Optimization exercise on an open flow, not production practice. RTL: at most simulated, not proved equivalent. Function not checked: runs 1 to 3. Power: default activity.

## design/flow/design.v

```verilog
module cv_repack (
    input  wire        clk,
    input  wire        rst,
    input  wire        cmd_valid,
    output wire        cmd_ready,
    input  wire [5:0]  cmd_old_w,
    input  wire [5:0]  cmd_new_w,
    input  wire [8:0]  cmd_count,
    input  wire        in_valid,
    output wire        in_ready,
    input  wire [31:0] in_data,
    output wire        out_valid,
    input  wire        out_ready,
    output wire [31:0] out_data,
    output reg         done_valid,
    output reg  [5:0]  done_bits,
    output reg         done_err
);
    function [31:0] low_mask;
        input [5:0] w;
        begin
            if (w >= 6'd32)
                low_mask = 32'hffff_ffff;
            else
                low_mask = (32'd1 << w) - 32'd1;
        end
    endfunction
    function [5:0] bits_needed;
        input [31:0] v;
        integer k;
        begin
            bits_needed = 6'd0;
            for (k = 0; k < 32; k = k + 1)
                if (v[k])
                    bits_needed = k[5:0] + 6'd1;
        end
    endfunction
    reg  [5:0]  ow, nw;
    reg  [8:0]  ecnt;          
    reg         busy;          
    reg         finp;          
    reg         fz;            
    reg         dpend;         
    reg         lastq;         
    reg  [31:0] b0, b1, b2;
    reg  [1:0]  wr, rw, cnt;
    reg  [4:0]  rp;
    reg  [5:0]  sp;            
    reg  [8:0]  secnt;         
    reg  [8:0]  cr;            
    reg  [31:0] val_or;
    reg         ev;
    reg  [31:0] e;
    reg  [4:0]  e_wp;
    reg         e_cpl, e_last, e_fl;
    reg  [4:0]  wpr;           
    reg  [31:0] wacc;
    reg  [31:0] obuf;
    reg         ov;
    reg         fl;            
    assign cmd_ready = !busy && !(finp && dpend);
    wire   accept    = cmd_valid && cmd_ready;
    assign in_ready  = (cr != 9'd0) && (cnt != 2'd3);
    wire   load      = in_valid && in_ready;
    assign out_valid = ov;
    assign out_data  = obuf;
    wire   pop       = ov && out_ready;
    wire   ofree     = !ov || out_ready;
    wire [6:0]  s     = {2'b0, rp} + {1'b0, ow};        
    wire        avail = busy && ((ow == 6'd0) || cnt[1] || (cnt == 2'd1 && !(s[5] && s[4:0] != 5'd0)));
    wire [1:0]  rw1   = (rw == 2'd2) ? 2'd0 : rw + 2'd1;
    reg  [31:0] blo, bhi;
    always @(*) begin
        case (rw)
            2'd0:    blo = b0;
            2'd1:    blo = b1;
            default: blo = b2;
        endcase
        case (rw1)
            2'd0:    bhi = b0;
            2'd1:    bhi = b1;
            default: bhi = b2;
        endcase
    end
    wire [63:0] fun   = {bhi, blo} >> rp;
    wire [31:0] m_ow  = low_mask(ow);
    wire [31:0] m_nw  = low_mask(nw);
    wire [31:0] elem  = fun[31:0] & m_ow;
    wire        last  = (ecnt == 9'd1);
    wire        pop_w = s[5];
    wire [6:0]  t     = {2'b0, wpr} + {1'b0, nw};
    wire [63:0] rot2  = {e, e} << e_wp;
    wire [31:0] rot   = rot2[63:32];
    wire [31:0] lm    = low_mask({1'b0, e_wp});
    wire [31:0] hi    = rot & ~lm;
    wire [31:0] lo    = rot & lm;
    wire [31:0] wm    = wacc & lm;
    wire        wstall = fl || (e_cpl && !ofree) || (e_last && lastq);
    wire        wtake  = ev && !wstall;
    wire        take   = avail && (!ev || wtake);
    wire        flush  = fl && ofree;
    wire        fin_now  = finp && !dpend;
    wire        done_now = dpend && lastq && ofree;
    wire [6:0]  s2    = {1'b0, sp} + {1'b0, ow};
    wire        sinc  = (secnt != 9'd0) && (s2 > 7'd32);
    wire [6:0]  s2m   = s2 - 7'd32;
    always @(posedge clk) begin
        if (rst) begin
            busy       <= 1'b0;
            finp       <= 1'b0;
            fz         <= 1'b0;
            dpend      <= 1'b0;
            lastq      <= 1'b0;
            ecnt       <= 9'd0;
            wr         <= 2'd0;
            rw         <= 2'd0;
            cnt        <= 2'd0;
            rp         <= 5'd0;
            secnt      <= 9'd0;
            cr         <= 9'd0;
            ev         <= 1'b0;
            wpr        <= 5'd0;
            ov         <= 1'b0;
            fl         <= 1'b0;
            done_valid <= 1'b0;
        end else begin
            if (accept) begin
                ow     <= cmd_old_w;
                nw     <= cmd_new_w;
                ecnt   <= cmd_count;
                busy   <= (cmd_count != 9'd0);
                secnt  <= (cmd_count != 9'd0) ? cmd_count - 9'd1 : 9'd0;
                sp     <= (cmd_count != 9'd0) ? cmd_old_w : 6'd0;
                wpr    <= 5'd0;
                rp     <= 5'd0;
            end else begin
                if (secnt != 9'd0) begin
                    secnt <= secnt - 9'd1;
                    sp    <= sinc ? s2m[5:0] : s2[5:0];
                end
                if (take) begin
                    ecnt <= ecnt - 9'd1;
                    busy <= !last;
                    rp   <= last ? 5'd0 : s[4:0];
                    wpr  <= last ? 5'd0 : t[4:0];
                end
            end
            if (accept)
                cr <= {8'd0, (cmd_count != 9'd0) && (cmd_old_w != 6'd0)};
            else
                cr <= cr + {8'd0, sinc} - {8'd0, load};
            if (take && last) begin
                wr  <= 2'd0;
                rw  <= 2'd0;
                cnt <= 2'd0;
            end else begin
                if (load)
                    wr <= (wr == 2'd2) ? 2'd0 : wr + 2'd1;
                if (take && pop_w)
                    rw <= rw1;
                cnt <= cnt + {1'b0, load} - {1'b0, take && pop_w};
            end
            if (take)
                ev <= 1'b1;
            else if (wtake)
                ev <= 1'b0;
            if (accept)
                fz <= (cmd_count == 9'd0);
            finp  <= (finp && !fin_now) || (accept && cmd_count == 9'd0) || (take && last);
            dpend <= fin_now || (dpend && !done_now);
            lastq <= (lastq && !done_now) || (fin_now && fz) || flush || (wtake && e_last && !e_fl);
            done_valid <= done_now;
            if (flush)
                fl <= 1'b0;
            else if (wtake && e_last)
                fl <= e_fl;
            if (flush || (wtake && e_cpl))
                ov <= 1'b1;
            else if (pop)
                ov <= 1'b0;
        end
        if (in_ready) begin
            case (wr)
                2'd0:    b0 <= in_data;
                2'd1:    b1 <= in_data;
                default: b2 <= in_data;
            endcase
        end
        if (accept)
            val_or <= 32'd0;
        else if (avail)
            val_or <= val_or | elem;
        if (take) begin
            e      <= elem & m_nw;
            e_wp   <= wpr;
            e_cpl  <= t[5];
            e_last <= last;
            e_fl   <= (t[4:0] != 5'd0);
        end
        if (fin_now) begin
            done_bits <= bits_needed(val_or);
            done_err  <= (bits_needed(val_or) > nw);
        end
        if (flush) begin
            obuf <= wacc;
        end else if (wtake) begin
            if (e_cpl) begin
                obuf <= wm | hi;
                wacc <= lo;
            end else begin
                wacc <= wm | hi;
            end
        end
    end
endmodule
```

## design/flow/run.sh

```bash
#!/bin/bash
# synth_recipe.tcl (not shown) runs the flow's synth.tcl, then flattens the netlist and writes it again
# the make line also repeats each setting of config.mk as NAME=value (left out here)
make -C /OpenROAD-flow-scripts/flow DESIGN_CONFIG=/design/flow/config.mk WORK_HOME=/design/flow/orfs CLKGATE_MAP_FILE= SYNTH_SCRIPT=/design/flow/synth_recipe.tcl finish
```

## design/flow/config.mk

```make
export PLATFORM = sky130hd
export DESIGN_NAME = cv_repack
export DESIGN_NICKNAME = cv_repack
export VERILOG_FILES = /design/flow/design.v
export SDC_FILE = /design/flow/constraint.sdc
export NUM_CORES = 4
export LEC_CHECK = 0
export ABC_AREA = 1
export CAP_MARGIN = 20
export CORE_MARGIN = 2
export CORE_UTILIZATION = 40
export PLACE_DENSITY = 0.6
export SLEW_MARGIN = 20
```

## design/flow/constraint.sdc

```tcl
create_clock -name core_clock -period 8.0 [get_ports {clk}]
set_input_delay 1.6000 -clock core_clock [delete_from_list [all_inputs] [get_ports {clk}]]
set_output_delay 1.6000 -clock core_clock [all_outputs]
set_load 0.01 [all_outputs]
```

==> results of run 1 <==
==> logic make-up after synthesis <==
kind of cell             synth area share, %
XOR/XNOR                               1.886
AO/OA/AOI/OAI                          15.05
adder cells (fa/ha/maj)                2.958
flip-flops                             40.38
multiplexers                           6.659
buffers and inverters                  8.018
AND/OR/NAND/NOR                        25.05
==> how the worst max path moves through the flow <==
stage | slack, ns | cells after the start | endpoint | start
floorplan | 3.64 | 14 | e[0] | rp[1]
CTS | 2.76 | 15 | wpr[2] | rp[1]
finish | 2.41 | 14 | wpr[4] | rp[1]
global placement | 2.98 | 18 | cnt[1] | rp[1]
detailed placement | 2.80 | 15 | wpr[2] | rp[1]
global route | 1.95 | 15 | ecnt[3] | rp[1]
==> power groups by stage <==
stage	Clock (uW)	Sequential (uW)	Combinational [uW]
2_1_floorplan	0	2310	1860
4_1_cts	1820	2320	2780
3_5_place_dp	0	2350	2760
6_report	1780	2320	2800
3_3_place_gp	0	2340	2730
5_1_grt	1890	2350	3140
==> worst reg2reg max path, cell delays in order, from the launching register on <==
cell	delay, ns
sky130_fd_sc_hd__dfxtp_1	0.31
sky130_fd_sc_hd__buf_4	0.35
sky130_fd_sc_hd__inv_2	0.07
sky130_fd_sc_hd__buf_4	0.33
sky130_fd_sc_hd__fa_1	0.51
sky130_fd_sc_hd__o21ai_0	0.22
sky130_fd_sc_hd__xor2_1	0.23
sky130_fd_sc_hd__nor4_1	0.08
sky130_fd_sc_hd__a21oi_1	0.14
sky130_fd_sc_hd__o211ai_1	0.13
sky130_fd_sc_hd__nand2_2	0.28
sky130_fd_sc_hd__clkinv_1	0.56
sky130_fd_sc_hd__nand2_1	0.79
sky130_fd_sc_hd__clkinv_2	0.93
sky130_fd_sc_hd__o211a_1	0.53
==> per-stage QoR <==
step | util (%) | hold WS (ns) | std cells | area (um^2)
2_1_floorplan | - | 0.4345 | 2748 | 20900
3_5_place_dp | 43.45 | 0.4585 | 3412 | 22380
5_1_grt | 45.96 | 0.4949 | 3479 | 23680
3_3_place_gp | 43.44 | 0.4538 | 3412 | 22380
6_report | 45.96 | 0.4758 | 3479 | 23680
4_1_cts | 45.93 | 0.4730 | 3478 | 23660
==> state kept, by name (all words and copies together) (netlist names), 2 cells and up <==
name,flops
wpr,5
cnt,2
ow,6
rw,2
sp,6
e,32
nw,6
done_bits,6
b2,32
rp,5
b1,32
secnt,9
e_wp,5
wacc,32
wr,2
cr,9
obuf,32
ecnt,9
val_or,32
b0,32
==> cell type report <==
cell class	count	area [um^2]
clock buffers	43	979.7
clock inverters	23	299.0
fillers	5216	27830
inverters	289	1089
multi-input cells	2009	10810
flip-flops and latches	309	8439
well taps	680	850.8
repair buffers	126	1204
==> synthesized netlist by cell type, types with 32 or more instances <==
master	n
sky130_fd_sc_hd__ha_1	43
sky130_fd_sc_hd__nand2_1	689
sky130_fd_sc_hd__a21oi_1	105
sky130_fd_sc_hd__inv_1	270
sky130_fd_sc_hd__or2_2	36
sky130_fd_sc_hd__nor3_1	39
sky130_fd_sc_hd__nand3_1	109
sky130_fd_sc_hd__nor2_1	221
sky130_fd_sc_hd__dfxtp_1	84
sky130_fd_sc_hd__edfxtp_1	225
sky130_fd_sc_hd__clkbuf_1	82
sky130_fd_sc_hd__o21ai_0	320
sky130_fd_sc_hd__mux2i_1	139
sky130_fd_sc_hd__buf_1	32
sky130_fd_sc_hd__and3_1	48
==> routing by layer <==
layer  global-route usage (%)  routed length, um  vias up
met5                        0                  0        -
met4                    4.757               1064        0
met3                    3.762               3717       63
met2                    36.77              27850      463
met1                    33.53              29880     8807
li1                         -                  -     9346
==> flow_summary.yaml, run 1 <==
status:
  status: "no timing/DRC/antenna violations"
synthesis:
  syn-num-nets: 2853
  seq_area_frac_synth_pct: 40.38
  synth_area_leader_cell: "sky130_fd_sc_hd__edfxtp_1"
  synthDistinctLibCells: 64
  yosys_register_bits: 309
  avg_cell_area_syn_um2: 7.604
  yosys.area.top_type_share_pct: 32.34
  netlist_area_um2: 20900
  ys_top_cells_by_area: "sky130_fd_sc_hd__edfxtp_1, sky130_fd_sc_hd__nand2_1, sky130_fd_sc_hd__dfxtp_1"
  synthCells: 2748
  yosysWarningCount: 1
  synth-edff-count: 225
  synthFlopType: "sky130_fd_sc_hd__edfxtp_1"
  async_flop_share_pct: 0
clock_network:
  postCtsSetupRepairBufs: 0
  h-tree-depth: 2
  cts_buffers: 37
  tritoncts: "built"
  cts.hold.buffers_added: 0
  cts_repair_resize_count: 0
  clk_transition_reported_paths_ns: 0.06
  clock_insertion_delay_at_the_later_pin_of_the_skew_report_ns: 0.56
  cts_root_buffer: "sky130_fd_sc_hd__clkbuf_16"
  tritoncts_num_sinks: 309
  cts_buffer_depth: 3
timing:
  final_min_period_over_clock_period_pct: 69.85
  min_period_ns: 5.588
  final.setup.worst_slack_ns: 2.412
  setup_repair_after_global_routing_missed_its_margin: "no"
  worst_slew_pin_slew_ns: 0.9545
  clock_skew_ns: 0.03139
  final_hold_viol_count: 0
  maxSlewViolCount: 0
  worst_slew_margin_rel_pct: 35.53
  clock.fmax_mhz: 179.0
  finalSetupViolCount: 0
  setup_tns_ns: 0
hold_path:
  worst_hold_path_type: "reg2reg"
  hold_path_end: "val_or[28]"
  holdCritStartpoint: "val_or[28]"
  whs_path_depth: 2
pwr:
  report.power.total_uw: 6897
  power.switching_uw: 2722
  power_switching_share_pct: 39.47
  worst_ir_drop_vdd_uv: 542.7
  power_report.internal_total_uw: 4174
  pwr-share-comb_pct: 40.6
  pwr-share-clk_pct: 25.8
  total_leakage_power_uw: 0.009873
  ratio_of_total_power_to_cell_area_nw_per_um2: 291.3
  seq_power_share_pct: 33.6
critical_path:
  slack_of_the_worst_reg_to_reg_path_ns: 2.41
  worst_ep_required_time_ns: 8.44
  cell_chain_critical_path: "buf_4 -> inv_2 -> buf_4 -> fa_1 -> o21ai_0 -> xor2_1 -> nor4_1 -> a21oi_1 -> o211ai_1 -> nand2_2 -> clkinv_1 -> nand2_1 -> clkinv_2 -> o211a_1"
  cp_top_family: "buffers and inverters"
  startpoint_of_the_lowest_slack_register_to_register_path: "rp[1]"
  timing.critical_path.mode_cell: "sky130_fd_sc_hd__buf_4"
  worstPathArrival_ns: 6.03
  r2r_end: "wpr[4]"
  worstRegToRegCells: 14
  crit_path_max_incr_delay_ns: 0.93
  crit_path_top_delay_cell: "sky130_fd_sc_hd__clkinv_2"
  start_kind: "flip-flop"
  worstSetupEndpointType: "flip-flop"
  critPathMaxFanout: 64
  path_buf_inv: 5
  setup.worst_path.class: "reg2reg"
placement:
  placement.setup.worst_slack_ns: 2.797
  finalWeightedCongestion: 0.9366
  placed_wire_length_estimate_after_detailed_placement_mm: 48.22
  io_buffers: 100
global_routing:
  antenna_violations_before_repair: 0
  grt_use_total_pct: 23.27
  largest_net_degree_at_the_start_of_global_routing: 67
  gr_overflow_total: 0
  grt_pass1_vias: 17850
  grt_pass1_wl_mm: 98.66
final_layout:
  fin_nets: 2877
  p_r_area_growth_vs_syn_pct: 13.31
  diodes: 0
  mostFrequentLayoutCells: "sky130_fd_sc_hd__nand2_1, sky130_fd_sc_hd__o21ai_0, sky130_fd_sc_hd__inv_1"
  fraction_of_final_layout_cells_sized_beyond_drive_strength_1_pct: 6.074
  final_common_cell: "sky130_fd_sc_hd__nand2_1"
die:
  die_width_um: 232.6
  num_rows: 83
  die-height_um: 232.6
  boundaryPins: 101
  floorplan.initialDensity_pct: 40.57
  core-area_um2: 51510
  die-area_um2: 54080
routing:
  drt-vias-per-instance: 5.369
  routed_wirelength_mm: 62.52
  remaining_design_rule_violation_count: 0
  drt_pass_1_iters: 5
  initialDrtViolationCount: 1448
  detail_route.wl_per_cell_um: 17.97
  antenna_violating_nets_post_route: 0
  via_count: 18680
flow_run:
  maxCapViolations: 0
==> run 2: changes to the inputs <==
--- a/design/flow/config.mk
+++ b/design/flow/config.mk
@@ -10,4 +10,5 @@
 export CORE_MARGIN = 2
 export CORE_UTILIZATION = 40
 export PLACE_DENSITY = 0.6
+export SETUP_SLACK_MARGIN = 4.5
 export SLEW_MARGIN = 20
==> run 2 against run 1 <==
Still clean. Sequential power hardly changed. Via count increased by 5.9%. Synthesized cell count unchanged. Wire length increased by 8.2%. Sequential cell count is the same. Total power grew 7.7%. Worst setup slack gained 1.8 ns. Critical path type unchanged. Largest power group unchanged.
==> flow_summary.yaml, run 2 <==
status:
  status: "no timing/DRC/antenna violations"
synthesis:
  synth.mux.area_fraction_pct: 6.659
  async_flop_share_pct: 0
  synth-compound-area-share_pct: 15.05
  synthFlopType: "sky130_fd_sc_hd__edfxtp_1"
  yosys.area.top_type_share_pct: 32.34
  syn-num-nets: 2853
  yosys_register_bits: 309
  seq_area_frac_synth_pct: 40.38
  netlist_top_cells_count: "sky130_fd_sc_hd__nand2_1, sky130_fd_sc_hd__o21ai_0, sky130_fd_sc_hd__inv_1, sky130_fd_sc_hd__edfxtp_1, sky130_fd_sc_hd__nor2_1"
  synth_top_family_by_area: "simple AND/OR/NAND/NOR gates"
  yosysWarningCount: 1
  synth_area_leader_cell: "sky130_fd_sc_hd__edfxtp_1"
  post_synth_fa_ha_maj_area_fraction_pct: 2.958
  yosys.area_share.simple_pct: 25.05
  synth_xor_xnor_area_share_pct: 1.886
  synth-edff-count: 225
  avg_cell_area_syn_um2: 7.604
  synthCells: 2748
  ys_top_cells_by_area: "sky130_fd_sc_hd__edfxtp_1, sky130_fd_sc_hd__nand2_1, sky130_fd_sc_hd__dfxtp_1"
  netlist_area_um2: 20900
  most_instantiated_library_cell_after_synthesis: "sky130_fd_sc_hd__nand2_1"
  synthDistinctLibCells: 64
critical_path:
  crit_path_top_delay_cell: "sky130_fd_sc_hd__fa_2"
  timing.critical_path.mode_cell: "sky130_fd_sc_hd__inv_2"
  setup.worst_path.class: "reg2reg"
  crit_path_max_incr_delay_ns: 0.42
  path_buf_inv: 5
  worst_ep_required_time_ns: 8.45
  start_kind: "flip-flop"
  cp_top_family: "adder cells"
  slack_of_the_worst_reg_to_reg_path_ns: 4.21
  worstPathArrival_ns: 4.24
  worstSetupEndpointType: "flip-flop"
  cell_chain_critical_path: "ha_2 -> inv_2 -> fa_2 -> o21ai_4 -> xor2_2 -> o21ai_1 -> a21oi_2 -> inv_2 -> ha_4 -> inv_2 -> ha_4 -> inv_2 -> fa_2 -> o31ai_4 -> inv_1 -> nor2_2 -> nor2_1 -> o21bai_1 -> nand2_1 -> a21oi_2 -> nor2_1 -> o21ai_1 -> a21oi_1"
  critPathMaxFanout: 2
timing:
  finalSetupViolCount: 0
  final_hold_viol_count: 0
  min_period_ns: 3.792
  clock_skew_ns: 0.02530
  maxSlewViolCount: 0
  worst_slew_margin_rel_pct: 38.96
  hold-worst-slack_ns: 0.4663
  final_min_period_over_clock_period_pct: 47.40
  clock.fmax_mhz: 263.7
  setup_tns_ns: 0
  setup_repair_after_global_routing_missed_its_margin: "yes"
  worst_slew_pin_slew_ns: 0.9072
  final.setup.worst_slack_ns: 4.208
pwr:
  ratio_of_total_power_to_cell_area_nw_per_um2: 291.6
  power_switching_share_pct: 39.93
  worst_ir_drop_vdd_uv: 385.7
  power_report.internal_total_uw: 4461
  seq_power_share_pct: 31.2
  total_leakage_power_uw: 0.01065
  power.switching_uw: 2966
  pwr-share-comb_pct: 45.1
  pwr-share-clk_pct: 23.7
final_layout:
  mostFrequentLayoutCells: "sky130_fd_sc_hd__nand2_1, sky130_fd_sc_hd__o21ai_0, sky130_fd_sc_hd__inv_1"
  fill_cells: 5012
  final_common_cell: "sky130_fd_sc_hd__nand2_1"
  fin_nets: 2989
  fraction_of_final_layout_cells_sized_beyond_drive_strength_1_pct: 13.08
  p_r_area_growth_vs_syn_pct: 21.91
  multiInputGateArea_um2: 11380
  seqCellArea_um2: 8439
  diodes: 0
global_routing:
  grt_use_total_pct: 23.69
  gr_overflow_total: 0
  grt_pass1_wl_mm: 100.5
  grt_pass1_vias: 18280
  largest_net_degree_at_the_start_of_global_routing: 67
  antenna_violations_before_repair: 0
routing:
  remaining_design_rule_violation_count: 0
  drt-vias-per-instance: 5.507
  via_count: 19780
  drt_pass_1_iters: 5
  detail_route.wl_per_cell_um: 18.82
  antenna_violating_nets_post_route: 0
  routed_wirelength_mm: 67.62
  initialDrtViolationCount: 1760
flow_run:
  maxCapViolations: 0
placement:
  placement.setup.worst_slack_ns: 3.248
  finalWeightedCongestion: 0.9501
  io_buffers: 100
  placed_wire_length_estimate_after_detailed_placement_mm: 47.87
die:
  die_width_um: 232.6
  boundaryPins: 101
  floorplan.initialDensity_pct: 40.57
  die-height_um: 232.6
  core-area_um2: 51510
  die-area_um2: 54080
  num_rows: 83
clock_network:
  cts_root_buffer: "sky130_fd_sc_hd__clkbuf_16"
  cts_buffer_depth: 3
  h-tree-depth: 2
  cts_buffers: 37
  clk_transition_reported_paths_ns: 0.06
  clock_insertion_delay_at_the_later_pin_of_the_skew_report_ns: 0.57
  tritoncts: "built"
  tritoncts_num_sinks: 309
hold_path:
  worst_hold_path_type: "reg2reg"
[run 2: power by group through the flow]
stage	combinational [uW]	clock (uW)	sequential [uW]
6_report	3350	1760	2310
5_1_grt	3690	1850	2350
4_1_cts	3010	1790	2310
3_5_place_dp	2800	0	2350
3_3_place_gp	2760	0	2340
2_1_floorplan	1900	0	2310
[run 2: logic make-up (layout without fill, tap and decap cells)]
group,count (synthesis),in the layout
AOI/OAI and AO/OA,563,563
adders and majority gates,47,47
buffers and inverters,430,593
and+or+nand+nor,1215,1216
muxes,139,139
DFF,309,309
xor gates and xnor gates,45,45
[run 2: worst paths after layout]
check	cells past startpoint	startpoint	end
setup / recovery	23	ow[0]	cr[8]
hold / removal	1	val_or[5]	val_or[5]
setup reg to reg	23	ow[0]	cr[8]
hold reg to reg	1	val_or[5]	val_or[5]
[run 2: what timing repair did]
item / CTS / global route
hold buffers: 0 / 0
hold endpoints to repair: 0 / 0
setup buffers: 52 / 52
gates resized for setup: 67 / 145
pin swaps: 24 / 54
gates cloned: 1 / 10
setup endpoints to repair: 175 / 128
[run 2: layout make-up]
cell class / instances / share of cell area, %
inverter: 289 / 4.814
tap: 680 / 3.340
multi-input combinational: 2010 / 44.67
clock buffer: 51 / 4.244
sequential: 309 / 33.13
timing repair inverter: 4 / 0.1474
timing repair buffer: 233 / 8.915
clock inverter: 16 / 0.7417
[run 2: per-layer routing]
metal	global-route usage (%)	up-vias	part of all wire, %
li1	-	9562	-
met1	32.78	9464	45
met2	37.91	658	46
met3	4.301	97	6.5
met4	6.588	0	2.4
met5	0	-	0
[run 2: per-stage QoR]
step                total power [uW]  cell area [um^2]  std cells  utilization (%)
detailed placement              5149             22440       3410            43.56
global route                    7887             25470       3592            49.45
CTS                             7110             24320       3530            47.21
global placement                5098             22440       3410            43.56
finish                          7427             25470       3592            49.45
floorplan                       4214             20980       2748                -
==> run 3: changes to the inputs <==
--- a/design/flow/config.mk
+++ b/design/flow/config.mk
@@ -5,7 +5,8 @@
 export SDC_FILE = /design/flow/constraint.sdc
 export NUM_CORES = 4
 export LEC_CHECK = 0
-export ABC_AREA = 1
+export ABC_AREA = 0
+export ABC_CLOCK_PERIOD_IN_PS = 3000
 export CAP_MARGIN = 20
 export CORE_MARGIN = 2
 export CORE_UTILIZATION = 40
==> run 3 against run 2 <==
Still clean on timing, DRC and antenna. Final area down 1.9%. Worst hold slack lost 0.019 ns. Utilization shrank 2.1 points. Register-to-register slack better by 0.06 ns. Via count down 12%. Wire length is 3.4% lower. Total power down 3.7%. Critical path depth down 8.
==> flow_summary.yaml, run 3 <==
critical_path:
  r2r_end: "cr[8]"
  worst_ep_required_time_ns: 8.41
  setup.worst_path.class: "in2reg"
  critPathMaxFanout: 6
  start_kind: "input port"
  worstRegToRegCells: 21
  startpoint_of_the_lowest_slack_register_to_register_path: "ow[1]"
  slack_of_the_worst_reg_to_reg_path_ns: 4.27
  worstPathArrival_ns: 4.16
  worstSetupEndpointType: "flip-flop"
pwr:
  ratio_of_total_power_to_cell_area_nw_per_um2: 286.2
  report.power.total_uw: 7149
  total_leakage_power_uw: 0.009031
  worst_ir_drop_vdd_uv: 194.4
clock_network:
  cts.hold.buffers_added: 0
  clock_insertion_delay_at_the_later_pin_of_the_skew_report_ns: 0.58
  h-tree-depth: 2
  cts_buffers: 37
  clk_transition_reported_paths_ns: 0.06
  tritoncts: "built"
  tritoncts_num_sinks: 309
  cts_buffer_depth: 3
  cts_root_buffer: "sky130_fd_sc_hd__clkbuf_16"
die:
  core-area_um2: 52760
  floorplan.initialDensity_pct: 40.59
  die-area_um2: 55410
  die-height_um: 235.4
  boundaryPins: 101
  num_rows: 84
  die_width_um: 235.4
timing:
  setup_tns_ns: 0
  clock_skew_ns: 0.03253
  finalSetupViolCount: 0
  setup_repair_after_global_routing_missed_its_margin: "yes"
  min_period_ns: 3.752
  final_hold_viol_count: 0
  maxSlewViolCount: 0
  worst_slew_pin_slew_ns: 1.029
  final_min_period_over_clock_period_pct: 46.90
  worst_slew_margin_rel_pct: 31.34
  clock.fmax_mhz: 266.5
status:
  status: "no timing/DRC/antenna violations"
routing:
  remaining_design_rule_violation_count: 0
  drt-vias-per-instance: 6.187
  initialDrtViolationCount: 1733
  detail_route.wl_per_cell_um: 23.23
  via_count: 17410
  routed_wirelength_mm: 65.34
  drt_pass_1_iters: 6
  antenna_violating_nets_post_route: 0
synthesis:
  syn-num-nets: 2120
  ys_top_cells_by_area: "sky130_fd_sc_hd__edfxtp_1, sky130_fd_sc_hd__mux4_2, sky130_fd_sc_hd__dfxtp_1"
  yosys.area.top_type_share_pct: 31.55
  synthFlopType: "sky130_fd_sc_hd__edfxtp_1"
  most_instantiated_library_cell_after_synthesis: "sky130_fd_sc_hd__edfxtp_1"
  synthDistinctLibCells: 79
  yosys_register_bits: 309
  avg_cell_area_syn_um2: 10.63
  yosysWarningCount: 1
  synthCells: 2015
  seq_area_frac_synth_pct: 39.40
  netlist_top_cells_count: "sky130_fd_sc_hd__edfxtp_1, sky130_fd_sc_hd__nor2_1, sky130_fd_sc_hd__nand2_1, sky130_fd_sc_hd__mux2i_1, sky130_fd_sc_hd__mux4_2"
  async_flop_share_pct: 0
  synth_area_leader_cell: "sky130_fd_sc_hd__edfxtp_1"
  netlist_area_um2: 21420
  synth-edff-count: 225
placement:
  placed_wire_length_estimate_after_detailed_placement_mm: 46.40
  finalWeightedCongestion: 0.9359
  io_buffers: 100
  post_dp_cell_area_um2: 22920
global_routing:
  grt_pass1_vias: 16920
  antenna_violations_before_repair: 0
  gr_overflow_total: 0
  grt_pass1_wl_mm: 101.1
  grt_use_total_pct: 23.15
  largest_net_degree_at_the_start_of_global_routing: 78
final_layout:
  cell_area_after_layout_um2: 24980
  post-route-util_pct: 47.35
  p_r_area_growth_vs_syn_pct: 16.65
  mostFrequentLayoutCells: "sky130_fd_sc_hd__edfxtp_1, sky130_fd_sc_hd__nor2_1, sky130_fd_sc_hd__nand2_1"
  final_common_cell: "sky130_fd_sc_hd__edfxtp_1"
  fin_nets: 2200
  fraction_of_final_layout_cells_sized_beyond_drive_strength_1_pct: 20.39
flow_run:
  maxCapViolations: 0
hold_path:
  whs_path_depth: 0
  worst_hold_path_type: "reg2reg"
  holdCritStartpoint: "wpr[0]"
  hold_path_end: "e_wp[0]"
-- run 3: routing by layer --
metal	vias to the layer above	global-route usage (%)	share of wire (%)
met4	0	6.833	3.2
met3	141	3.576	6.5
met1	8621	30.32	42
li1	7943	-	-
met2	700	39.63	49
met5	-	0	0
-- run 3: how the worst max path moves through the flow --
stage / startpoint / endpoint / slack [ns]
after CTS: ow[0] / cr[8] / 4.35
after floorplan: out_ready / cnt[1] / 4.19
after global placement: cmd_count[0] / sp[5] / 3.46
after global routing: ow[1] / cr[8] / 4.11
final: in_valid / cr[8] / 4.25
after detailed placement: cmd_count[0] / sp[5] / 3.30
-- run 3: kinds of logic after synthesis --
kind of cell / Yosys count / share of synthesized area, %
AOI/OAI and AO/OA: 452 / 13.48
buffers and inverters: 216 / 4.171
muxes: 389 / 26.35
DFF: 309 / 39.40
adders and majority gates: 47 / 2.886
xor gates and xnor gates: 36 / 1.472
and+or+nand+nor: 566 / 12.24
-- run 3: worst max-delay path: stages --
cell and delay [ns]:
sky130_fd_sc_hd__clkdlybuf4s50_1 0.48, sky130_fd_sc_hd__nand2_1 0.21, sky130_fd_sc_hd__inv_1 0.08, sky130_fd_sc_hd__ha_1 0.30
sky130_fd_sc_hd__inv_2 0.07, sky130_fd_sc_hd__ha_4 0.13, sky130_fd_sc_hd__inv_2 0.04, sky130_fd_sc_hd__fa_2 0.33
sky130_fd_sc_hd__nand2b_4 0.16, sky130_fd_sc_hd__a21oi_4 0.17, sky130_fd_sc_hd__o21ai_2 0.09, sky130_fd_sc_hd__a21oi_2 0.15
sky130_fd_sc_hd__o211ai_1 0.14, sky130_fd_sc_hd__a21oi_1 0.17, sky130_fd_sc_hd__nor3b_1 0.06
-- run 3: through the flow --
| stage | setup slack (ns) | std cells | hold WS [ns] |
|---|---|---|---|
| floorplan | 4.192 | 2015 | 0.4324 |
| global placement | 3.460 | 2684 | 0.4557 |
| detailed placement | 3.302 | 2684 | 0.4530 |
| CTS | 4.345 | 2792 | 0.4426 |
| global route | 4.107 | 2812 | 0.4723 |
| finish | 4.248 | 2813 | 0.4474 |
-- run 3: cell type report --
cell class,instances,area [um^2]
Sequential cell,309,8446
Multi-Input combinational cell,1492,12450
Timing Repair inverter,3,17.52
Fill cell,4905,27780
Clock buffer,47,1015
Antenna cell,1,2.502
Inverter,70,285.3
Tap cell,688,860.8
Timing Repair Buffer,182,1698
Clock inverter,21,209.0
-- run 3: timing repair --
| action | in CTS | in global routing |
|---|---|---|
| cloned | 5 | 0 |
| setup buffers | 35 | 20 |
| endpoints found under the hold margin | 0 | 0 |
| resized for setup | 51 | 46 |
| pin swaps | 20 | 26 |
| endpoints found under the setup margin | 210 | 57 |
-- run 3: report_power, final --
part           leakage [uW]  internal (uW)  switching (uW)
logic               0.00567           1350            1740
registers           0.00277           2120             232
clock network      0.000588            980             725
total               0.00903           4450            2700
==> run 4: changes to the inputs <==
--- a/design/flow/design.v
+++ b/design/flow/design.v
@@ -46,8 +46,8 @@
     reg  [1:0]  wr, rw, cnt;
     reg  [4:0]  rp;
     reg  [5:0]  sp;            
-    reg  [8:0]  secnt;         
-    reg  [8:0]  cr;            
+    reg  [1:0]  lead;          
+    reg  [2:0]  cr;            
     reg  [31:0] val_or;
     reg         ev;
     reg  [31:0] e;
@@ -60,7 +60,7 @@
     reg         fl;            
     assign cmd_ready = !busy && !(finp && dpend);
     wire   accept    = cmd_valid && cmd_ready;
-    assign in_ready  = (cr != 9'd0) && (cnt != 2'd3);
+    assign in_ready  = (cr != 3'd0) && (cnt != 2'd3);
     wire   load      = in_valid && in_ready;
     assign out_valid = ov;
     assign out_data  = obuf;
@@ -82,15 +82,23 @@
             default: bhi = b2;
         endcase
     end
-    wire [63:0] fun   = {bhi, blo} >> rp;
+    wire [63:0] fx    = {bhi, blo};
+    wire [47:0] f4    = rp[4] ? fx[63:16] : fx[47:0];
+    wire [39:0] f3    = rp[3] ? f4[47:8]  : f4[39:0];
+    wire [35:0] f2    = rp[2] ? f3[39:4]  : f3[35:0];
+    wire [33:0] f1    = rp[1] ? f2[35:2]  : f2[33:0];
+    wire [31:0] fun   = rp[0] ? f1[32:1]  : f1[31:0];
     wire [31:0] m_ow  = low_mask(ow);
     wire [31:0] m_nw  = low_mask(nw);
-    wire [31:0] elem  = fun[31:0] & m_ow;
+    wire [31:0] elem  = fun & m_ow;
     wire        last  = (ecnt == 9'd1);
     wire        pop_w = s[5];
     wire [6:0]  t     = {2'b0, wpr} + {1'b0, nw};
-    wire [63:0] rot2  = {e, e} << e_wp;
-    wire [31:0] rot   = rot2[63:32];
+    wire [31:0] r0    = e_wp[0] ? {e[30:0],  e[31]}     : e;
+    wire [31:0] r1    = e_wp[1] ? {r0[29:0], r0[31:30]} : r0;
+    wire [31:0] r2    = e_wp[2] ? {r1[27:0], r1[31:28]} : r1;
+    wire [31:0] r3    = e_wp[3] ? {r2[23:0], r2[31:24]} : r2;
+    wire [31:0] rot   = e_wp[4] ? {r3[15:0], r3[31:16]} : r3;
     wire [31:0] lm    = low_mask({1'b0, e_wp});
     wire [31:0] hi    = rot & ~lm;
     wire [31:0] lo    = rot & lm;
@@ -102,7 +110,8 @@
     wire        fin_now  = finp && !dpend;
     wire        done_now = dpend && lastq && ofree;
     wire [6:0]  s2    = {1'b0, sp} + {1'b0, ow};
-    wire        sinc  = (secnt != 9'd0) && (s2 > 7'd32);
+    wire        step  = (lead != 2'd3) && ((ecnt[8:2] != 7'd0) || (ecnt[1:0] > lead));
+    wire        sinc  = step && (s2 > 7'd32);
     wire [6:0]  s2m   = s2 - 7'd32;
     always @(posedge clk) begin
         if (rst) begin
@@ -116,8 +125,8 @@
             rw         <= 2'd0;
             cnt        <= 2'd0;
             rp         <= 5'd0;
-            secnt      <= 9'd0;
-            cr         <= 9'd0;
+            lead       <= 2'd0;
+            cr         <= 3'd0;
             ev         <= 1'b0;
             wpr        <= 5'd0;
             ov         <= 1'b0;
@@ -129,15 +138,14 @@
                 nw     <= cmd_new_w;
                 ecnt   <= cmd_count;
                 busy   <= (cmd_count != 9'd0);
-                secnt  <= (cmd_count != 9'd0) ? cmd_count - 9'd1 : 9'd0;
+                lead   <= {1'b0, cmd_count != 9'd0};
                 sp     <= (cmd_count != 9'd0) ? cmd_old_w : 6'd0;
                 wpr    <= 5'd0;
                 rp     <= 5'd0;
             end else begin
-                if (secnt != 9'd0) begin
-                    secnt <= secnt - 9'd1;
+                if (step)
                     sp    <= sinc ? s2m[5:0] : s2[5:0];
-                end
+                lead <= lead + {1'b0, step} - {1'b0, take};
                 if (take) begin
                     ecnt <= ecnt - 9'd1;
                     busy <= !last;
@@ -146,9 +154,9 @@
                 end
             end
             if (accept)
-                cr <= {8'd0, (cmd_count != 9'd0) && (cmd_old_w != 6'd0)};
+                cr <= {2'd0, (cmd_count != 9'd0) && (cmd_old_w != 6'd0)};
             else
-                cr <= cr + {8'd0, sinc} - {8'd0, load};
+                cr <= cr + {2'd0, sinc} - {2'd0, load};
             if (take && last) begin
                 wr  <= 2'd0;
                 rw  <= 2'd0;
--- a/design/flow/config.mk
+++ b/design/flow/config.mk
@@ -11,5 +11,5 @@
 export CORE_MARGIN = 2
 export CORE_UTILIZATION = 40
 export PLACE_DENSITY = 0.6
-export SETUP_SLACK_MARGIN = 4.5
+export SETUP_SLACK_MARGIN = 5
 export SLEW_MARGIN = 20
==> run 4 against run 3 <==
Critical path depth is 3 higher. Final area down 4.6%. Synthesized cell count shrank 14%. Maximum frequency grew 15%. Critical path type is now reg2reg. Critical endpoint is now cr[2]. Largest cell class unchanged.
==> flow_summary.yaml, run 4 <==
final_layout:
  post-route-util_pct: 50.12
  fill_cells: 4187
  fin_nets: 1968
  multiInputGateArea_um2: 11380
  fraction_of_final_layout_cells_sized_beyond_drive_strength_1_pct: 29.29
  seqCellArea_um2: 8199
  diodes: 0
  cell_area_after_layout_um2: 23830
  final_common_cell: "sky130_fd_sc_hd__edfxtp_1"
  mostFrequentLayoutCells: "sky130_fd_sc_hd__edfxtp_1, sky130_fd_sc_hd__nand2_1, sky130_fd_sc_hd__nor2_1"
  p_r_area_growth_vs_syn_pct: 24.28
die:
  die-area_um2: 49700
  die-height_um: 222.9
  floorplan.initialDensity_pct: 40.33
  core-area_um2: 47550
  die_width_um: 222.9
  boundaryPins: 101
  num_rows: 80
clock_network:
  clock_insertion_delay_at_the_later_pin_of_the_skew_report_ns: 0.57
  tritoncts_num_sinks: 296
  cts.hold.buffers_added: 0
  cts_buffers: 37
  h-tree-depth: 2
  cts_buffer_depth: 3
  tritoncts: "built"
  clk_transition_reported_paths_ns: 0.06
  cts_root_buffer: "sky130_fd_sc_hd__clkbuf_16"
hold_path:
  worst_hold_path_type: "reg2reg"
  holdCritStartpoint: "val_or[0]"
critical_path:
  critPathMaxFanout: 2
  crit_path_max_incr_delay_ns: 0.36
  cp_top_family: "adder cells"
  startpoint_of_the_lowest_slack_register_to_register_path: "ow[0]"
  crit_path_top_delay_cell: "sky130_fd_sc_hd__edfxtp_1"
  path_buf_inv: 4
  start_kind: "flip-flop"
  worst_ep_required_time_ns: 8.41
  setup.worst_path.class: "reg2reg"
  worstSetupEndpointType: "flip-flop"
  cell_chain_critical_path: "buf_6 -> ha_4 -> inv_2 -> fa_2 -> nor2b_1 -> o21ai_1 -> nor3b_1 -> or2_4 -> a31oi_1 -> o21ai_1 -> ha_1 -> inv_1 -> ha_2 -> inv_2 -> fa_2 -> xor2_1 -> xnor2_1 -> nor2_1"
  worstPathArrival_ns: 3.69
  cp-startpoint: "ow[0]"
timing:
  maxSlewViolCount: 0
  worst_slew_margin_rel_pct: 42.30
  clock.fmax_mhz: 305.3
  min_period_ns: 3.276
  final_min_period_over_clock_period_pct: 40.94
  worst_slew_pin_slew_ns: 0.8645
  final_hold_viol_count: 0
  setup_repair_after_global_routing_missed_its_margin: "yes"
  clock_skew_ns: 0.03816
  final.setup.worst_slack_ns: 4.725
  finalSetupViolCount: 0
  hold-worst-slack_ns: 0.4778
  setup_tns_ns: 0
pwr:
  ratio_of_total_power_to_cell_area_nw_per_um2: 272.9
  worst_ir_drop_vdd_uv: 169.3
  total_leakage_power_uw: 0.008708
placement:
  finalWeightedCongestion: 0.8867
  placement.setup.worst_slack_ns: 2.793
  post_dp_cell_area_um2: 20680
  placed_wire_length_estimate_after_detailed_placement_mm: 37.20
  io_buffers: 100
synthesis:
  yosysWarningCount: 1
  ys_top_cells_by_area: "sky130_fd_sc_hd__edfxtp_1, sky130_fd_sc_hd__mux4_2, sky130_fd_sc_hd__dfxtp_1"
  syn-num-nets: 1836
  synthFlopType: "sky130_fd_sc_hd__edfxtp_1"
  avg_cell_area_syn_um2: 11.03
  synth_area_leader_cell: "sky130_fd_sc_hd__edfxtp_1"
  synthCells: 1739
  synth-edff-count: 225
  netlist_area_um2: 19170
  seq_area_frac_synth_pct: 42.65
  async_flop_share_pct: 0
  synthDistinctLibCells: 69
  yosys_register_bits: 296
  netlist_top_cells_count: "sky130_fd_sc_hd__edfxtp_1, sky130_fd_sc_hd__nand2_1, sky130_fd_sc_hd__nor2_1, sky130_fd_sc_hd__mux2i_1, sky130_fd_sc_hd__o21ai_0"
  yosys.area.top_type_share_pct: 35.24
  most_instantiated_library_cell_after_synthesis: "sky130_fd_sc_hd__edfxtp_1"
routing:
  via_count: 15160
  routed_wirelength_mm: 56.29
  initialDrtViolationCount: 1317
  antenna_violating_nets_post_route: 0
  remaining_design_rule_violation_count: 0
  drt_pass_1_iters: 6
  drt-vias-per-instance: 6.033
  detail_route.wl_per_cell_um: 22.40
global_routing:
  largest_net_degree_at_the_start_of_global_routing: 65
  grt_pass1_wl_mm: 85.09
  antenna_violations_before_repair: 0
  grt_pass1_vias: 14560
  gr_overflow_total: 0
  grt_use_total_pct: 21.94
flow_run:
  maxCapViolations: 0
status:
  status: "no timing/DRC/antenna violations"
run 4: cell types whose count changed after synthesis, moves of 17 or more:
cell	change
sky130_fd_sc_hd__mux2_2	+37
sky130_fd_sc_hd__mux2_1	-36
sky130_fd_sc_hd__and3_1	+17
sky130_fd_sc_hd__nand2_1	-20
sky130_fd_sc_hd__mux4_2	-33
sky130_fd_sc_hd__o22ai_1	-37
sky130_fd_sc_hd__nor2_1	-53
sky130_fd_sc_hd__inv_1	-24
run 4: cell type report:
cell class	instances	area share (%)
well taps	615	3.229
multi-input cells	1279	47.74
repair inverters	4	0.1313
flip-flops and latches	296	34.41
clock inverters	21	0.9188
clock buffers	45	4.011
inverters	43	0.7771
repair buffers	210	8.789
run 4: kinds of logic after synthesis:
family	count (synthesis)	share of synthesized area, %
buffers and inverters	166	3.563
XOR/XNOR	32	1.462
adder cells (fa/ha/maj)	39	2.701
AO/OA/AOI/OAI	371	12.05
flip-flops	296	42.65
multiplexers	353	25.72
AND/OR/NAND/NOR	482	11.86
run 4: stage by stage:
step / instances / total power, uW
6_report: 2513 / 6504
5_1_grt: 2513 / 6799
4_1_cts: 2484 / 6266
3_5_place_dp: 2352 / 4326
3_3_place_gp: 2352 / 4284
2_1_floorplan: 1739 / 3654
run 4: what timing repair did:
item	in CTS	in global routing
buffers inserted	54	26
pin swaps	40	47
cloned	12	3
resized for setup	188	131
endpoints found under the setup margin	258	148
run 4: path summary, 6_finish.rpt:
path	end	slack, ns	cells after the start
min reg2reg	val_or[0]	0.48	1
max	cr[2]	4.72	18
min	val_or[0]	0.48	1
max reg2reg	cr[2]	4.72	18
run 4: report_power, final:
group,internal (uW),switching [uW]
Clock,984,680
Sequential,1980,161
Combinational,1280,1410
Total,4250,2250
run 4: routing by layer:
layer	part of all wire, %	track usage [%]
met5	0	0
met4	3.8	8.400
met3	6.5	3.885
met2	48	36.53
met1	42	28.55
Testbench counts of run 4, summed over its fixed seeds: cycles 37,273.
==> run 5: changes to the inputs <==
--- a/design/flow/config.mk
+++ b/design/flow/config.mk
@@ -13,3 +13,4 @@
 export PLACE_DENSITY = 0.6
 export SETUP_SLACK_MARGIN = 5
 export SLEW_MARGIN = 20
+export TNS_END_PERCENT = 0
==> run 5 against run 4 <==
Via count is 2.7% lower. Non-clock buffer count is 49 lower. First-iteration DRC count is 8.0% higher. Synthesized area stayed put. Utilization is 2.7 points lower. Total power is 6.6% lower. Final area is 5.4% lower. Worst hold slack worse by 0.0060 ns. Global-route usage is 0.57 points lower. Highest routed layer unchanged.
==> flow_summary.yaml, run 5 <==
synthesis:
  ys_top_cells_by_area: "sky130_fd_sc_hd__edfxtp_1, sky130_fd_sc_hd__mux4_2, sky130_fd_sc_hd__dfxtp_1"
  yosys_register_bits: 296
  yosysWarningCount: 1
  yosys.area.top_type_share_pct: 35.24
  most_instantiated_library_cell_after_synthesis: "sky130_fd_sc_hd__edfxtp_1"
  synthFlopType: "sky130_fd_sc_hd__edfxtp_1"
  synth_area_leader_cell: "sky130_fd_sc_hd__edfxtp_1"
  netlist_top_cells_count: "sky130_fd_sc_hd__edfxtp_1, sky130_fd_sc_hd__nand2_1, sky130_fd_sc_hd__nor2_1, sky130_fd_sc_hd__mux2i_1, sky130_fd_sc_hd__o21ai_0"
  avg_cell_area_syn_um2: 11.03
  netlist_area_um2: 19170
  synth-edff-count: 225
  seq_area_frac_synth_pct: 42.65
  async_flop_share_pct: 0
  synthDistinctLibCells: 69
  syn-num-nets: 1836
  synthCells: 1739
die:
  die-area_um2: 49700
  num_rows: 80
  core-area_um2: 47550
  die-height_um: 222.9
  boundaryPins: 101
  floorplan.initialDensity_pct: 40.33
  die_width_um: 222.9
clock_network:
  tritoncts: "built"
  clk_transition_reported_paths_ns: 0.06
  cts_root_buffer: "sky130_fd_sc_hd__clkbuf_16"
  cts_buffers: 35
  tritoncts_num_sinks: 296
  h-tree-depth: 2
  clock_insertion_delay_at_the_later_pin_of_the_skew_report_ns: 0.56
  cts_buffer_depth: 3
placement:
  io_buffers: 100
  placed_wire_length_estimate_after_detailed_placement_mm: 37.03
  post_dp_cell_area_um2: 20640
  finalWeightedCongestion: 0.8841
hold_path:
  whs_path_depth: 1
  worst_hold_path_type: "reg2reg"
  holdCritStartpoint: "val_or[0]"
  hold_path_end: "val_or[0]"
global_routing:
  gr_overflow_total: 0
  largest_net_degree_at_the_start_of_global_routing: 64
  antenna_violations_before_repair: 0
  grt_pass1_vias: 14540
  grt_pass1_wl_mm: 82.99
  grt_use_total_pct: 21.37
pwr:
  power_switching_share_pct: 33.71
  pwr-share-comb_pct: 37.4
  worst_ir_drop_vdd_uv: 199.3
  pwr-share-clk_pct: 27.5
  seq_power_share_pct: 35.1
  total_leakage_power_uw: 0.008192
  power.switching_uw: 2048
  power_report.internal_total_uw: 4029
  ratio_of_total_power_to_cell_area_nw_per_um2: 269.5
critical_path:
  critPathMaxFanout: 17
  worstSetupEndpointType: "flip-flop"
  worstRegToRegCells: 10
  crit_path_max_incr_delay_ns: 0.58
  startpoint_of_the_lowest_slack_register_to_register_path: "nw[3]"
  r2r_end: "e[28]"
  crit_path_top_delay_cell: "sky130_fd_sc_hd__edfxtp_1"
  worstPathArrival_ns: 3.68
  setup.worst_path.class: "reg2reg"
  start_kind: "flip-flop"
  slack_of_the_worst_reg_to_reg_path_ns: 4.69
  cell_chain_critical_path: "nor3_1 -> buf_4 -> nand2_1 -> ha_2 -> o41ai_1 -> a21oi_2 -> nor2b_1 -> a31oi_1 -> o21ai_0 -> and3_1"
  worst_ep_required_time_ns: 8.37
routing:
  antenna_violating_nets_post_route: 0
  drt-vias-per-instance: 5.997
  via_count: 14750
  initialDrtViolationCount: 1422
  detail_route.wl_per_cell_um: 21.68
  drt_pass_1_iters: 5
  remaining_design_rule_violation_count: 0
  routed_wirelength_mm: 53.32
timing:
  clock.fmax_mhz: 301.8
  finalSetupViolCount: 0
  clock_skew_ns: 0.03007
  worst_slew_margin_rel_pct: 37.58
  worst_slew_pin_slew_ns: 0.9242
  final_hold_viol_count: 0
  final_min_period_over_clock_period_pct: 41.41
  min_period_ns: 3.313
  setup_tns_ns: 0
  setup_repair_after_global_routing_missed_its_margin: "yes"
  maxSlewViolCount: 0
final_layout:
  fin_nets: 1915
  diodes: 0
  fraction_of_final_layout_cells_sized_beyond_drive_strength_1_pct: 21.58
  final_common_cell: "sky130_fd_sc_hd__edfxtp_1"
  fill_cells: 4268
  seqCellArea_um2: 8189
  cell_area_after_layout_um2: 22550
  multiInputGateArea_um2: 10620
  mostFrequentLayoutCells: "sky130_fd_sc_hd__edfxtp_1, sky130_fd_sc_hd__nand2_1, sky130_fd_sc_hd__nor2_1"
  p_r_area_growth_vs_syn_pct: 17.60
flow_run:
  maxCapViolations: 0
status:
  status: "no timing/DRC/antenna violations"
run 5: cell counts after synthesis:
Identical to the previous run, type by type.
run 5: how the worst max path moves through the flow:
stage | startpoint | to | slack [ns]
after global placement | rp[1] | lead[1] | 2.92
after floorplan | out_ready | obuf[0] | 3.84
final | nw[3] | e[28] | 4.69
after CTS | ow[1] | cr[2] | 4.79
after global routing | ow[0] | cr[2] | 4.59
after detailed placement | rp[1] | lead[1] | 2.73
run 5: layer usage:
layer | part of all wire, % | up-vias | track usage [%]
met2 | 48 | 547 | 35.12
met5 | 0 | - | 0
met4 | 4.2 | 0 | 8.985
met3 | 5.9 | 106 | 3.490
li1 | - | 6830 | -
met1 | 42 | 7263 | 28.07
run 5: timing repair:
item	in CTS	in global routing
cloned	6	0
setup buffers	35	3
pin swaps	21	4
hold buffers	0	0
endpoints found under the setup margin	272	240
resized for setup	76	7
run 5: logic make-up (layout without fill, tap and decap cells):
logic type	count (synthesis)	count (layout)	share of synthesized area, %
compound gates	371	371	12.05
simple gates	482	483	11.86
buf+inv	166	270	3.563
flops	296	296	42.65
xor+xnor	32	32	1.462
mux	353	353	25.72
fa+ha+maj	39	39	2.701
run 5: power by group through the flow:
stage	clock (uW)	combinational [uW]	sequential [uW]
3_3_place_gp	0	2110	2150
2_1_floorplan	0	1530	2110
6_report	1670	2270	2130
4_1_cts	1710	2250	2130
5_1_grt	1770	2460	2160
3_5_place_dp	0	2140	2170
run 5: through the flow:
stage | total power (uW) | setup slack, ns | cells | hold WS [ns] | util, %
floorplan | 3644 | 3.844 | 1739 | 0.4324 | -
global placement | 4263 | 2.925 | 2352 | 0.4489 | 43.40
detailed placement | 4304 | 2.730 | 2352 | 0.4491 | 43.40
CTS | 6090 | 4.786 | 2456 | 0.4720 | 47.33
global route | 6383 | 4.591 | 2459 | 0.5087 | 47.43
finish | 6077 | 4.687 | 2459 | 0.4718 | 47.43
run 5: final cells by class:
| cell class | instances | area share, % |
|---|---|---|
| Clock inverter | 14 | 0.8434 |
| Timing Repair inverter | 3 | 0.09433 |
| Multi-Input combinational cell | 1278 | 47.09 |
| Timing Repair Buffer | 161 | 6.908 |
| Sequential cell | 296 | 36.32 |
| Inverter | 43 | 0.8101 |
| Tap cell | 615 | 3.412 |
| Clock buffer | 49 | 4.528 |
run 5: worst max-delay path, delay by kind of cell, from the launching register on:
kind	cells	cell delay [ns]
AO/OA/AOI/OAI	4	1.18
adder cells (fa/ha/maj)	1	0.39
buffers and inverters	1	0.19
flip-flops	1	0.58
AND/OR/NAND/NOR	4	0.80
==> run 6: changes to the inputs <==
--- a/design/flow/config.mk
+++ b/design/flow/config.mk
@@ -11,6 +11,5 @@
 export CORE_MARGIN = 2
 export CORE_UTILIZATION = 40
 export PLACE_DENSITY = 0.6
-export SETUP_SLACK_MARGIN = 5
+export SETUP_SLACK_MARGIN = 4.5
 export SLEW_MARGIN = 20
-export TNS_END_PERCENT = 0
==> run 6 against run 5 <==
Clock power fell by 4%. Final cell count down 0.24%. Critical path depth fell by 3. Critical path type unchanged. First-iteration DRC count grew 2.7%. Die area did not move.
==> flow_summary.yaml, run 6 <==
clock_network:
  tritoncts: "built"
  cts_root_buffer: "sky130_fd_sc_hd__clkbuf_16"
  clk_transition_reported_paths_ns: 0.06
  cts_buffer_depth: 3
  tritoncts_num_sinks: 296
  clock_insertion_delay_at_the_later_pin_of_the_skew_report_ns: 0.55
  cts_buffers: 35
  h-tree-depth: 2
timing:
  final_min_period_over_clock_period_pct: 43.22
  setup_tns_ns: 0
  final.setup.worst_slack_ns: 4.543
  finalSetupViolCount: 0
  worst_slew_pin_slew_ns: 0.9402
  worst_slew_margin_rel_pct: 37.25
  maxSlewViolCount: 0
  clock_skew_ns: 0.02054
  min_period_ns: 3.457
  clock.fmax_mhz: 289.2
  setup_repair_after_global_routing_missed_its_margin: "yes"
  final_hold_viol_count: 0
  hold-worst-slack_ns: 0.4816
routing:
  drt-vias-per-instance: 5.990
  top_signal_layer_used: "met4"
  met1Wirelength_mm: 22.12
  antenna_violating_nets_post_route: 0
  routed_wirelength_mm: 52.58
  remaining_design_rule_violation_count: 0
  initialDrtViolationCount: 1461
  via_count: 14690
  detailroute.wirelength.met3_mm: 3.248
  drt_pass_1_iters: 6
  dr_wl_met2_mm: 25.05
  detail_route.wl_per_cell_um: 21.43
global_routing:
  antenna_violations_before_repair: 0
  gr_overflow_total: 0
  grt_use_total_pct: 20.83
  largest_net_degree_at_the_start_of_global_routing: 64
  grt_pass1_wl_mm: 81.24
  grt_pass1_vias: 14170
die:
  die-area_um2: 49700
  floorplan.initialDensity_pct: 40.33
  die_width_um: 222.9
  die-height_um: 222.9
  num_rows: 80
  boundaryPins: 101
  core-area_um2: 47550
pwr:
  seq_power_share_pct: 35.7
  pwr-share-clk_pct: 26.8
  power.switching_uw: 2043
  power_switching_share_pct: 34.17
  worst_ir_drop_vdd_uv: 236.9
  power_report.internal_total_uw: 3937
  ratio_of_total_power_to_cell_area_nw_per_um2: 268.7
  total_leakage_power_uw: 0.008119
  pwr-share-comb_pct: 37.6
status:
  status: "no timing/DRC/antenna violations"
critical_path:
  start_kind: "flip-flop"
  critPathMaxFanout: 63
  worstSetupEndpointType: "flip-flop"
  crit_path_max_incr_delay_ns: 0.56
  worstPathArrival_ns: 3.72
  worstRegToRegCells: 7
  worst_ep_required_time_ns: 8.26
  cell_chain_critical_path: "buf_12 -> mux2_2 -> mux4_2 -> mux2_2 -> mux4_2 -> a21oi_1 -> nor3_1"
  setup.worst_path.class: "reg2reg"
  crit_path_top_delay_cell: "sky130_fd_sc_hd__mux4_2"
synthesis:
  ys_top_cells_by_area: "sky130_fd_sc_hd__edfxtp_1, sky130_fd_sc_hd__mux4_2, sky130_fd_sc_hd__dfxtp_1"
  avg_cell_area_syn_um2: 11.03
  synth_top_family_by_area: "multiplexers"
  syn-num-nets: 1836
  synthCells: 1739
  post_synth_fa_ha_maj_area_fraction_pct: 2.701
  yosysWarningCount: 1
  netlist_area_um2: 19170
  synthDistinctLibCells: 69
  seq_area_frac_synth_pct: 42.65
  async_flop_share_pct: 0
  synth-compound-area-share_pct: 12.05
  most_instantiated_library_cell_after_synthesis: "sky130_fd_sc_hd__edfxtp_1"
  yosys_register_bits: 296
  yosys.area_share.simple_pct: 11.86
  synth_xor_xnor_area_share_pct: 1.462
  netlist_top_cells_count: "sky130_fd_sc_hd__edfxtp_1, sky130_fd_sc_hd__nand2_1, sky130_fd_sc_hd__nor2_1, sky130_fd_sc_hd__mux2i_1, sky130_fd_sc_hd__o21ai_0"
  synthFlopType: "sky130_fd_sc_hd__edfxtp_1"
  synth_area_leader_cell: "sky130_fd_sc_hd__edfxtp_1"
  yosys.area.top_type_share_pct: 35.24
  synth-edff-count: 225
  synth.mux.area_fraction_pct: 25.72
placement:
  io_buffers: 100
  finalWeightedCongestion: 0.8781
  placed_wire_length_estimate_after_detailed_placement_mm: 37.13
  placement.setup.worst_slack_ns: 2.843
  post_dp_cell_area_um2: 20640
final_layout:
  p_r_area_growth_vs_syn_pct: 16.08
  cell_area_after_layout_um2: 22260
  mostFrequentLayoutCells: "sky130_fd_sc_hd__edfxtp_1, sky130_fd_sc_hd__nand2_1, sky130_fd_sc_hd__nor2_1"
  fraction_of_final_layout_cells_sized_beyond_drive_strength_1_pct: 20.57
  fin_nets: 1909
  final_common_cell: "sky130_fd_sc_hd__edfxtp_1"
  diodes: 0
hold_path:
  whs_path_depth: 1
  worst_hold_path_type: "reg2reg"
flow_run:
  maxCapViolations: 0
## run 6: changes by cell type in the layout (fill, tap and decap cells not counted), sizes merged, moves of 2 or more
cell	change
clkinvlp	-4
buf	-5
clkbuf	-5
clkinv	+9
clkdlybuf4s50	+3
dlygate4sd2	-4
bufbuf	-2
## run 6: layout make-up
class | instances | area [um^2]
repair buffers | 155 | 1434
well taps | 615 | 769.5
multi-input cells | 1279 | 10530
clock buffers | 43 | 957.2
fillers | 4350 | 25290
clock inverters | 20 | 187.7
inverters | 43 | 180.2
flip-flops and latches | 296 | 8183
repair inverters | 2 | 12.51
## run 6: cell families (layout without fill, tap and decap cells)
group	Yosys count	after routing
compound gates	371	371
xor+xnor	32	32
flops	296	296
mux	353	353
buf+inv	166	263
fa+ha+maj	39	39
simple gates	482	484
## run 6: repair_timing
action / 4_1_cts / 5_1_grt
gates resized for setup: 24 / 24
pin swaps: 4 / 11
setup endpoints to repair: 167 / 70
hold endpoints to repair: 0 / 0
cloned: 3 / 1
setup buffers: 19 / 17
hold buffers: 0 / 0
## run 6: layer usage
layer  GRT usage (%)  vias to the layer above
met4           8.422                        0
met1           27.42                     7222
li1                -                     6821
met5               0                        -
met3           3.503                      121
met2           34.26                      529
## run 6: final timing paths
path	from	end	slack, ns
worst min-delay path	val_or[0]	val_or[0]	0.48
worst min register to register	val_or[0]	val_or[0]	0.48
worst max register to register	rw[0]	e[26]	4.54
worst max-delay path	rw[0]	e[26]	4.54
## run 6: power by group through the flow
| stage | sequential [uW] | clock, uW | combinational, uW |
|---|---|---|---|
| 3_5_place_dp | 2170 | 0 | 2150 |
| 4_1_cts | 2130 | 1630 | 2210 |
| 6_report | 2130 | 1600 | 2250 |
| 3_3_place_gp | 2160 | 0 | 2120 |
| 2_1_floorplan | 2110 | 0 | 1540 |
| 5_1_grt | 2160 | 1690 | 2440 |
## run 6: worst max-delay path, delay by kind of cell, from the launching register on
| kind | cells | cell delay, ns |
|---|---|---|
| AO/OA/AOI/OAI | 1 | 0.45 |
| buffers and inverters | 1 | 0.30 |
| flip-flops | 1 | 0.35 |
| multiplexers | 4 | 1.81 |
| AND/OR/NAND/NOR | 1 | 0.18 |
## run 6: through the flow
step | util [%] | total power, uW | std cells
2_1_floorplan | - | 3648 | 1739
3_3_place_gp | 43.41 | 4280 | 2350
3_5_place_dp | 43.41 | 4324 | 2350
4_1_cts | 46.32 | 5968 | 2435
5_1_grt | 46.81 | 6296 | 2453
6_report | 46.81 | 5980 | 2453
==> run 7: changes to the inputs <==
--- a/design/flow/config.mk
+++ b/design/flow/config.mk
@@ -6,10 +6,11 @@
 export NUM_CORES = 4
 export LEC_CHECK = 0
 export ABC_AREA = 0
-export ABC_CLOCK_PERIOD_IN_PS = 3000
 export CAP_MARGIN = 20
 export CORE_MARGIN = 2
 export CORE_UTILIZATION = 40
+export CTS_CLUSTER_DIAMETER = 80
+export CTS_CLUSTER_SIZE = 24
 export PLACE_DENSITY = 0.6
 export SETUP_SLACK_MARGIN = 4.5
 export SLEW_MARGIN = 20
==> run 7 against run 6 <==
Wire length decreased by 1.6%. Largest cell class unchanged. Via count fell by 0.74%. Combinational power is essentially flat. Synthesized area stayed put. Final cell count shrank 1.4%. Sequential share of layout area up 1.0 points. Synthesized cell count is the same. Still clean. Die area unchanged. Clock skew increased by 0.0038 ns. Critical endpoint is now cr[2]. Clock power down 36%. Non-clock buffer count is 2 lower. Critical path depth is 9 higher.
==> flow_summary.yaml, run 7 <==
status:
  status: "no timing/DRC/antenna violations"
critical_path:
  worstSetupEndpointType: "flip-flop"
  worst_ep_required_time_ns: 8.41
  critPathMaxFanout: 4
  path_buf_inv: 2
  setup.worst_path.class: "reg2reg"
  start_kind: "flip-flop"
  cell_chain_critical_path: "ha_1 -> a21o_1 -> a21oi_1 -> o21ai_0 -> a21oi_1 -> xor2_1 -> a31oi_1 -> o21ai_1 -> ha_1 -> inv_1 -> ha_1 -> inv_1 -> fa_1 -> xor2_1 -> xnor2_1 -> nor2_1"
  cp_top_family: "adder cells"
  crit_path_max_incr_delay_ns: 0.48
  critical_path_depth: 16
  worstRegToRegCells: 16
  crit_path_top_delay_cell: "sky130_fd_sc_hd__edfxtp_1"
  worstPathArrival_ns: 3.86
pwr:
  power_report.internal_total_uw: 3434
  power_switching_share_pct: 36.26
  ratio_of_total_power_to_cell_area_nw_per_um2: 248.6
  total_leakage_power_uw: 0.007827
  report.power.total_uw: 5388
  power.switching_uw: 1954
  seq_power_share_pct: 39.5
  pwr-share-clk_pct: 19.1
  pwr-share-comb_pct: 41.5
  worst_ir_drop_vdd_uv: 243.3
clock_network:
  h-tree-depth: 1
  cts_root_buffer: "sky130_fd_sc_hd__clkbuf_16"
  clk_transition_reported_paths_ns: 0.10
  tritoncts_num_sinks: 296
  tritoncts: "built"
  cts.hold.buffers_added: 0
  cts_buffers: 19
  cts_buffer_depth: 3
  clock_insertion_delay_at_the_later_pin_of_the_skew_report_ns: 0.55
synthesis:
  yosys.area_share.simple_pct: 11.86
  avg_cell_area_syn_um2: 11.03
  syn-num-nets: 1836
  post_synth_fa_ha_maj_area_fraction_pct: 2.701
  yosys_register_bits: 296
  synth-edff-count: 225
  synthCells: 1739
  synth_xor_xnor_area_share_pct: 1.462
  netlist_top_cells_count: "sky130_fd_sc_hd__edfxtp_1, sky130_fd_sc_hd__nand2_1, sky130_fd_sc_hd__nor2_1, sky130_fd_sc_hd__mux2i_1, sky130_fd_sc_hd__o21ai_0"
  async_flop_share_pct: 0
  most_instantiated_library_cell_after_synthesis: "sky130_fd_sc_hd__edfxtp_1"
  yosys.area.top_type_share_pct: 35.24
  seq_area_frac_synth_pct: 42.65
  synth_top_family_by_area: "multiplexers"
  synth.mux.area_fraction_pct: 25.72
  synth_area_leader_cell: "sky130_fd_sc_hd__edfxtp_1"
  netlist_area_um2: 19170
  yosysWarningCount: 1
  synth-compound-area-share_pct: 12.05
  synthDistinctLibCells: 69
  synthFlopType: "sky130_fd_sc_hd__edfxtp_1"
final_layout:
  p_r_area_growth_vs_syn_pct: 13.02
  fin_nets: 1890
  fin_cells: 2419
  mostFrequentLayoutCells: "sky130_fd_sc_hd__edfxtp_1, sky130_fd_sc_hd__nand2_1, sky130_fd_sc_hd__nor2_1"
  final_common_cell: "sky130_fd_sc_hd__edfxtp_1"
  fraction_of_final_layout_cells_sized_beyond_drive_strength_1_pct: 19.35
  diodes: 0
  cell_area_after_layout_um2: 21670
global_routing:
  grt_use_total_pct: 20.52
  grt_pass1_vias: 14030
  grt_pass1_wl_mm: 80.63
  antenna_violations_before_repair: 0
  largest_net_degree_at_the_start_of_global_routing: 64
  gr_overflow_total: 0
routing:
  routed_wirelength_mm: 51.75
  antenna_violating_nets_post_route: 0
  remaining_design_rule_violation_count: 0
  detail_route.wl_per_cell_um: 21.39
  initialDrtViolationCount: 1289
  via_count: 14580
  drt_pass_1_iters: 8
  drt-vias-per-instance: 6.029
placement:
  placed_wire_length_estimate_after_detailed_placement_mm: 37.13
  numPlacedInstances: 2350
  io_buffers: 100
  finalWeightedCongestion: 0.8781
  post_dp_cell_area_um2: 20640
timing:
  worst_slew_pin_slew_ns: 0.9317
  worst_slew_margin_rel_pct: 37.82
  clock.fmax_mhz: 289.4
  setup_repair_after_global_routing_missed_its_margin: "yes"
  finalSetupViolCount: 0
  final_hold_viol_count: 0
  clock_skew_ns: 0.02438
  min_period_ns: 3.455
  maxSlewViolCount: 0
  final_min_period_over_clock_period_pct: 43.19
  setup_tns_ns: 0
hold_path:
  whs_path_depth: 1
  worst_hold_path_type: "reg2reg"
die:
  die-area_um2: 49700
  floorplan.initialDensity_pct: 40.33
  core-area_um2: 47550
  num_rows: 80
  die_width_um: 222.9
  boundaryPins: 101
  die-height_um: 222.9
flow_run:
  maxCapViolations: 0
==> run 7: kinds of logic (layout without fill, tap and decap cells) <==
family / count (synthesis) / count (layout)
XOR/XNOR: 32 / 32
AO/OA/AOI/OAI: 371 / 371
flip-flops: 296 / 296
multiplexers: 353 / 353
AND/OR/NAND/NOR: 482 / 483
adder cells (fa/ha/maj): 39 / 39
buffers and inverters: 166 / 230
==> run 7: repair_timing <==
| action | 4_1_cts | 5_1_grt |
|---|---|---|
| setup buffers | 22 | 12 |
| cloned | 3 | 0 |
| resized for setup | 24 | 20 |
| setup endpoints to repair | 165 | 68 |
| pin swaps | 4 | 4 |
| hold endpoints to repair | 0 | 0 |
==> run 7: metal layers <==
layer / part of all wire, % / global-route usage, %
met3: 5.5 / 2.384
met2: 47 / 33.90
met4: 4.1 / 7.816
met1: 43 / 27.75
met5: 0 / 0
==> run 7: per-stage QoR <==
step / setup slack, ns / util, % / hold WS (ns)
6_report: 4.545 / 45.58 / 0.4957
5_1_grt: 4.262 / 45.58 / 0.5032
4_1_cts: 4.495 / 45.21 / 0.4879
3_5_place_dp: 2.843 / 43.41 / 0.4687
3_3_place_gp: 2.946 / 43.41 / 0.4529
2_1_floorplan: 3.844 / - / 0.4324
==> run 7: path summary, 6_finish.rpt <==
path / to / start / slack, ns
setup / recovery: cr[2] / ow[1] / 4.54
hold / removal: val_or[0] / val_or[0] / 0.50
setup reg to reg: cr[2] / ow[1] / 4.54
hold reg to reg: val_or[0] / val_or[0] / 0.50
==> run 7: final cells by class <==
class / instances / area [um^2]
inverters: 43 / 180.2
clock buffers: 21 / 483.0
multi-input cells: 1278 / 10510
well taps: 615 / 769.5
flip-flops and latches: 296 / 8184
fillers: 4392 / 25870
repair inverters: 2 / 12.51
clock inverters: 11 / 111.4
repair buffers: 153 / 1423
==> run 7: worst register-to-register path: stages (launching register included) <==
cell and delay (ns):
sky130_fd_sc_hd__edfxtp_1 0.48, sky130_fd_sc_hd__ha_1 0.32, sky130_fd_sc_hd__a21o_1 0.18, sky130_fd_sc_hd__a21oi_1 0.20, sky130_fd_sc_hd__o21ai_0 0.11, sky130_fd_sc_hd__a21oi_1 0.20
sky130_fd_sc_hd__xor2_1 0.26, sky130_fd_sc_hd__a31oi_1 0.07, sky130_fd_sc_hd__o21ai_1 0.22, sky130_fd_sc_hd__ha_1 0.28, sky130_fd_sc_hd__inv_1 0.06, sky130_fd_sc_hd__ha_1 0.13
sky130_fd_sc_hd__inv_1 0.05, sky130_fd_sc_hd__fa_1 0.39, sky130_fd_sc_hd__xor2_1 0.18, sky130_fd_sc_hd__xnor2_1 0.15, sky130_fd_sc_hd__nor2_1 0.06
==> run 7: power by group through the flow <==
stage,Sequential (uW),Clock [uW],Combinational (uW)
2_1_floorplan,2110,0,1540
4_1_cts,2130,1060,2210
6_report,2130,1030,2230
5_1_grt,2160,1100,2430
3_3_place_gp,2160,0,2120
3_5_place_dp,2170,0,2150
